This design comes from an exercise in tuning for small area on the open sky130 flow, not from production work. Where RTL was checked, it was by simulation tests only, not by an equivalence proof against the original.

Setup of red:
==> flow/design.v (excerpt) <==
module yarisc_core (
    input  wire        clk,
    input  wire        rst,           
    output wire        mem_req,
    output wire        mem_we,
    output wire [15:0] mem_addr,
    output wire [15:0] mem_wdata,
    input  wire        mem_ready,
    input  wire [15:0] mem_rdata,
    output wire        halted,
    output wire        panicked,
    output wire [1:0]  panic_code,
    input  wire [3:0]  dbg_sel,
    output wire [15:0] dbg_data
);
    localparam [3:0] S_LDIP   = 4'd0,
                     S_FETCH  = 4'd1,
                     S_INC    = 4'd3,
                     S_FETCH2 = 4'd2,
                     S_INC2   = 4'd6,
                     S_EX1    = 4'd7,
                     S_EX2    = 4'd5,
                     S_MEM    = 4'd4,
                     S_HALT   = 4'd12,
                     S_PANIC  = 4'd13,
                     S_CLR    = 4'd8;
    reg [3:0]  state;
    reg [15:0] x [0:7];               
    reg        flag_c, flag_z;
    reg [15:6] ir;                    
    reg [3:0]  op;                    
    reg [15:0] t;                     
    reg [1:0]  pcode;                 
    wire [5:0] wop = mem_rdata[5:0];
    wire w_two   = (wop == 6'h01) | (wop == 6'h02) | (wop == 6'h04);
    wire w_three = (wop == 6'h10) | (wop == 6'h11);
    wire w_jmp   = (wop == 6'h2A);
    wire w_jcc   = (wop == 6'h2C);
    wire w_nh    = (wop == 6'h3E) | (wop == 6'h3F);
    wire w_legal = w_two | w_three | w_jmp | w_jcc | w_nh;
    reg [15:0] w_mbz;
    always @(*) begin
        w_mbz = 16'h0000;
        if (w_two)
            w_mbz = !mem_rdata[15] ? 16'h7000 : !mem_rdata[14] ? 16'h2000 : 16'h3E00;
        else if (w_three)
            w_mbz = (mem_rdata[15] & mem_rdata[14]) ? 16'h1000 : 16'h0000;
        else if (w_jmp)
            w_mbz = mem_rdata[15] ? 16'h7FC0 : 16'h0000;
  ...
For scale: about 630 cells after synthesis, ~77 I/O pins.
Settings: LEC_CHECK=0, CAP_MARGIN=20, CORE_MARGIN=2, CORE_UTILIZATION=40, PLACE_DENSITY=0.6, SLEW_MARGIN=20, SYNTH_HIERARCHICAL=1, SYNTH_MINIMUM_KEEP_SIZE=0; clock period 8.0 ns.
standard.sh (not shown) runs the stock make flow with config.mk's settings and CLKGATE_MAP_FILE= SYNTH_SCRIPT=/design/flow/synth_recipe.tcl, a recipe that flattens the netlist after the stock synthesis.
==> flow/flow/run.sh <==
#!/bin/bash
set -euo pipefail
export BUFFER_PORTS_ARGS="-buffer_cell sky130_fd_sc_hd__buf_1"
export CTS_ARGS="-sink_clustering_enable -repair_clock_nets -dont_use_dummy_load -buf_list sky130_fd_sc_hd__clkbuf_8"
bash standard.sh > run_standard.log 2>&1
Setup changes, red to blue
-- flow/design.v --
<<< red, line 16
    localparam [3:0] S_LDIP   = 4'd0,
                     S_FETCH  = 4'd1,
                     S_INC    = 4'd3,
                     S_FETCH2 = 4'd2,
                     S_INC2   = 4'd6,
                     S_EX1    = 4'd7,
                     S_EX2    = 4'd5,
                     S_MEM    = 4'd4,
                     S_HALT   = 4'd12,
                     S_PANIC  = 4'd13,
                     S_CLR    = 4'd8;
    reg [3:0]  state;
    reg [15:0] x [0:7];               
>>> blue, line 16
    localparam [3:0] S_LDIP   = 4'd0,
                     S_FETCH  = 4'd1,
                     S_INC    = 4'd2,
                     S_FETCH2 = 4'd3,
                     S_INC2   = 4'd4,
                     S_EX1    = 4'd5,
                     S_EX2    = 4'd6,
                     S_MEM    = 4'd7,
                     S_HALT   = 4'd8,
                     S_PANIC  = 4'd9,
                     S_CLR    = 4'd10;
    reg [3:0]  state;
    reg [15:0] x [0:7];               
[summary]
blue | stages: all done | timing, DRC, antenna: all pass
Diff blue..red | combined flip-flop and latch cell area | negligible
Going from red to blue, routed wire length grew by a few percent.
Setup slack in blue is larger than in red.
Between blue and red, the period utilization is lower for blue.
Compared with red, in blue global router's overall resource usage increased 0.62 points; number of nets in the final layout increased 18.
Minimum period implied by the final worst setup slack ended up 56 ps lower on blue than on red.
blue and red ended up with nearly the same arithmetic-cell share of the synthesized area counting full adders, half adders and majority gates.
The RTL of red was laid out without a check of its function.

==> what the ideal ports hide <==
The flow's constraints put no driver on any port. The routed layouts listed below were extracted and timed again, unchanged, in two steps.
Step 1: set_driving_cell puts a clkbuf_16 on clk and a buf_2 on each other input, an assumption about the parent block.
Step 2, shift: input delay + t, output delay - t, t = (earliest + latest rising clock arrival at the registers) / 2. This alone moves slack from input paths to output paths.
Three values: no drivers, after step 1, after step 2; two values: the first two.
run | t (ns) | setup slack, ns | hold slack, ns
red | 0.473 | 0.443 / 0.443 / 0.032 | 0.553 / 0.553 / 0.553
blue | 0.483 | 0.499 / 0.499 / 0.129 | 0.548 / 0.548 / 0.548
After both steps every run listed still meets setup and hold. The setup slack of red, which loses most, moves by 0.000 ns with the drivers and by -0.411 ns with both steps.
